Background: an optimization exercise with open tools, aiming at small area, a short achievable clock period and few clock cycles per item. Do not read the settings as production practice.

==> run Z: inputs <==
// level_meter
module level_meter (
    input  wire        clk,
    input  wire        rst,
    input  wire        in_valid,
    output wire        in_ready,
    input  wire [31:0] in_sample,
    input  wire [31:0] cfg_attack,
    input  wire [31:0] cfg_decay,
    input  wire [31:0] cfg_min,
    input  wire [31:0] cfg_max,
    output reg         out_valid,
    output wire [31:0] level
);
==> module lm_sub, before the edit <==
module lm_sub (
    input  wire [30:0]       I,
    input  wire [30:0]       L,
    output wire              s,
    output wire signed [9:0] ed,
    output wire [23:0]       md,
    output wire              rd
);
    assign s = I > L;
    wire [30:0] B = s ? I : L;
    wire [30:0] S = s ? L : I;
    wire        nB = |B[30:23];
    wire        nS = |S[30:23];
    wire [7:0]  eB = {B[30:24], B[23] | ~nB};
    wire [7:0]  eS = {S[30:24], S[23] | ~nS};
    wire [7:0]  dl = eB - eS;
    wire [26:0] sa0;
    lm_rsh_sticky #(27) u_al (.x({nS, S[22:0], 3'b000}), .sh(dl[4:0]), .y(sa0));
    wire        far = |dl[7:5];
    wire [26:0] sa = far ? {26'd0, nS | (|S[22:0])} : sa0;
    wire [26:0] r = {nB, B[22:0], 3'b000} - sa;
    wire [5:0]  lz;
    lm_lzc32 u_lz (.x({r, 5'b11111}), .lz(lz));
    wire [26:0] n = r << lz[4:0];
    assign rd = n[2] & (n[3] | n[1] | n[0]);
    assign ed = {2'b00, eB} - {5'd0, lz[4:0]};
    assign md = n[26:3];
endmodule
==> module lm_add, before the edit <==
module lm_add (
    input  wire [30:0] L,
    input  wire        s,
    input  wire [7:0]  pe,
    input  wire [22:0] pf,
    output wire [30:0] t,
    output wire        rnd
);
    wire        swap = s & (pe > L[30:23]);
    wire [30:0] X = swap ? {pe, pf} : L;
    wire [30:0] Z = swap ? L : {pe, pf};
    wire        nX = |X[30:23];
    wire        nZ = |Z[30:23];
    wire [7:0]  eX = {X[30:24], X[23] | ~nX};
    wire [7:0]  eZ = {Z[30:24], Z[23] | ~nZ};
    wire [7:0]  dl = eX - eZ;
    wire [26:0] za0;
    lm_rsh_sticky #(27) u_al (.x({nZ, Z[22:0], 3'b000}), .sh(dl[4:0]), .y(za0));
    wire        far = |dl[7:5];
    wire [26:0] za = far ? {26'd0, nZ | (|Z[22:0])} : za0;
    wire [27:0] r = {1'b0, nX, X[22:0], 3'b000} + {1'b0, za ^ {27{~s}}} + {27'd0, ~s};
    wire        co = s & r[27];
    wire [7:0]  lim = eX - 8'd1;
    wire [31:0] mark = (lim < 8'd27) ? (32'h80000000 >> lim) : 32'd0;
    wire [5:0]  lz;
    lm_lzc32 u_lz (.x({r[26:0], 5'b00000} | mark), .lz(lz));
    wire [26:0] nl = r[26:0] << lz[4:0];
    wire [26:0] m = co ? {r[27:2], r[1] | r[0]} : nl;
    wire [8:0]  e = co ? {1'b0, eX} + 9'd1 : (nl[26] ? {1'b0, eX} - {3'd0, lz} : 9'd0);
    assign rnd = m[2] & (m[3] | m[1] | m[0]);
    assign t   = {e[7:0], m[25:3]};
endmodule
export LEC_CHECK = 0
export ABC_AREA = 1
export CAP_MARGIN = 20
export CORE_MARGIN = 2
export CORE_UTILIZATION = 50
export SLEW_MARGIN = 20
create_clock -name core_clock -period 75.0 [get_ports {clk}]
standard.sh (not shown) runs the stock make flow with config.mk's settings and CLKGATE_MAP_FILE= SYNTH_SCRIPT=/design/flow/synth_recipe.tcl, a recipe that flattens the netlist after the stock synthesis.
==> flow/flow/run.sh <==
#!/bin/bash
# Standard ORFS layout, with timing repair asked to leave 45 ns of setup slack,
# so that the resizer works on the loop's critical path. make's output goes to
# flow_make.log; each ORFS step keeps its own log under orfs/logs/.
set -euo pipefail
bash standard.sh SETUP_SLACK_MARGIN=45 finish > flow_make.log 2>&1
==> run R: changes against run Z <==
--- a/flow/design.v
+++ b/flow/design.v
@@ -7,18 +7,21 @@
     output wire              rd
 );
     assign s = I > L;
-    wire [30:0] B = s ? I : L;
-    wire [30:0] S = s ? L : I;
-    wire        nB = |B[30:23];
-    wire        nS = |S[30:23];
-    wire [7:0]  eB = {B[30:24], B[23] | ~nB};
-    wire [7:0]  eS = {S[30:24], S[23] | ~nS};
-    wire [7:0]  dl = eB - eS;
+    wire        nI = |I[30:23];
+    wire        nL = |L[30:23];
+    wire [7:0]  eI = {I[30:24], I[23] | ~nI};
+    wire [7:0]  eL = {L[30:24], L[23] | ~nL};
+    wire [7:0]  dIL = eI - eL;
+    wire [7:0]  dLI = eL - eI;
+    wire [7:0]  dl = s ? dIL : dLI;
+    wire [7:0]  eB = s ? eI : eL;
+    wire [23:0] mB = s ? {nI, I[22:0]} : {nL, L[22:0]};
+    wire [23:0] mS = s ? {nL, L[22:0]} : {nI, I[22:0]};
     wire [26:0] sa0;
-    lm_rsh_sticky #(27) u_al (.x({nS, S[22:0], 3'b000}), .sh(dl[4:0]), .y(sa0));
+    lm_rsh_sticky #(27) u_al (.x({mS, 3'b000}), .sh(dl[4:0]), .y(sa0));
     wire        far = |dl[7:5];
-    wire [26:0] sa = far ? {26'd0, nS | (|S[22:0])} : sa0;
-    wire [26:0] r = {nB, B[22:0], 3'b000} - sa;
+    wire [26:0] sa = far ? {26'd0, |mS} : sa0;
+    wire [26:0] r = {mB, 3'b000} - sa;
     wire [5:0]  lz;
     lm_lzc32 u_lz (.x({r, 5'b11111}), .lz(lz));
     wire [26:0] n = r << lz[4:0];
@@ -34,19 +37,23 @@
     output wire [30:0] t,
     output wire        rnd
 );
-    wire        swap = s & (pe > L[30:23]);
-    wire [30:0] X = swap ? {pe, pf} : L;
-    wire [30:0] Z = swap ? L : {pe, pf};
-    wire        nX = |X[30:23];
-    wire        nZ = |Z[30:23];
-    wire [7:0]  eX = {X[30:24], X[23] | ~nX};
-    wire [7:0]  eZ = {Z[30:24], Z[23] | ~nZ};
-    wire [7:0]  dl = eX - eZ;
+    wire        nL = |L[30:23];
+    wire        nP = |pe;
+    wire [7:0]  eL = {L[30:24], L[23] | ~nL};
+    wire [7:0]  eP = {pe[7:1], pe[0] | ~nP};
+    wire [8:0]  dPL = {1'b0, eP} - {1'b0, eL};
+    wire [7:0]  dLP = eL - eP;
+    wire        swap = s & ~dPL[8] & (|dPL[7:0]);
+    wire [7:0]  dl = swap ? dPL[7:0] : dLP;
+    wire [23:0] mX = swap ? {nP, pf} : {nL, L[22:0]};
+    wire [23:0] mZ = swap ? {nL, L[22:0]} : {nP, pf};
+    wire [7:0]  eX = swap ? eP : eL;
+    wire        nX = mX[23];
     wire [26:0] za0;
-    lm_rsh_sticky #(27) u_al (.x({nZ, Z[22:0], 3'b000}), .sh(dl[4:0]), .y(za0));
+    lm_rsh_sticky #(27) u_al (.x({mZ, 3'b000}), .sh(dl[4:0]), .y(za0));
     wire        far = |dl[7:5];
-    wire [26:0] za = far ? {26'd0, nZ | (|Z[22:0])} : za0;
-    wire [27:0] r = {1'b0, nX, X[22:0], 3'b000} + {1'b0, za ^ {27{~s}}} + {27'd0, ~s};
+    wire [26:0] za = far ? {26'd0, |mZ} : za0;
+    wire [27:0] r = {1'b0, mX, 3'b000} + {1'b0, za ^ {27{~s}}} + {27'd0, ~s};
     wire        co = s & r[27];
     wire [7:0]  lim = eX - 8'd1;
     wire [31:0] mark = (lim < 8'd27) ? (32'h80000000 >> lim) : 32'd0;
==> flow/flow/run.sh (replaced) <==
#!/bin/bash
# Standard ORFS layout, with timing repair asked to leave 46 ns of setup slack,
# so that the resizer works on the loop's critical path. make's output goes to
# flow_make.log; each ORFS step keeps its own log under orfs/logs/.
set -euo pipefail
bash standard.sh SETUP_SLACK_MARGIN=46 finish > flow_make.log 2>&1
==> metrics.md <==
| Metric | Value |
|---|---|
| Crit. Startpoint | lvl[6]$_DFFE_PP_ |
| Area Growth Syn to Fin | 18.3% |
| Outcome | timing/DRC/antenna clean |
| Fin worst setup slack | 46,120 ps |
| CTS resizes | 240 |
| Multiplexer share of the synthesized area | 0.278% |
| Layout cells sized above 1 | 17.3% |
| Post-DP Area | 0.0453 mm2 |
the above is filed under run Z

==> metrics.md <==
| Metric | Value |
|---|---|
| Crit. Startpoint | lvl[26]$_DFFE_PP_ |
| CTS resizes | 269 |
| Layout cells sized above 1 | 15.7% |
| Outcome | timing/DRC/antenna clean |
| Multiplexer share of the synthesized area | 0.512% |
| Area Growth Syn to Fin | 20.3% |
the above is filed under run R

No functional check of the RTL was part of any run of this note.

what the ideal ports hide:
How much do the figures lean on ideal ports? The routed layouts below were timed once more, with nothing changed but the port constraints.
Step 1 assumes that a clkbuf_16 drives the clock port and a buf_2 every other input.
Step 2 times the ports against the registers' clock, not the clock port: input delays grow and output delays shrink by t, the midpoint of the rising clock arrivals with the driver on.
a / b / c = no drivers / after step 1 / after step 2; a / b = the first two.
run | t (ns) | setup slack, ns | hold slack, ns
run Z | 0.583 | 46.117 / 46.117 / 46.117 | 0.456 / 0.456 / 0.456
run R | 0.496 | 47.159 / 47.159 / 47.159 | 0.438 / 0.438 / 0.438
After both steps setup and hold are still met in every run listed.
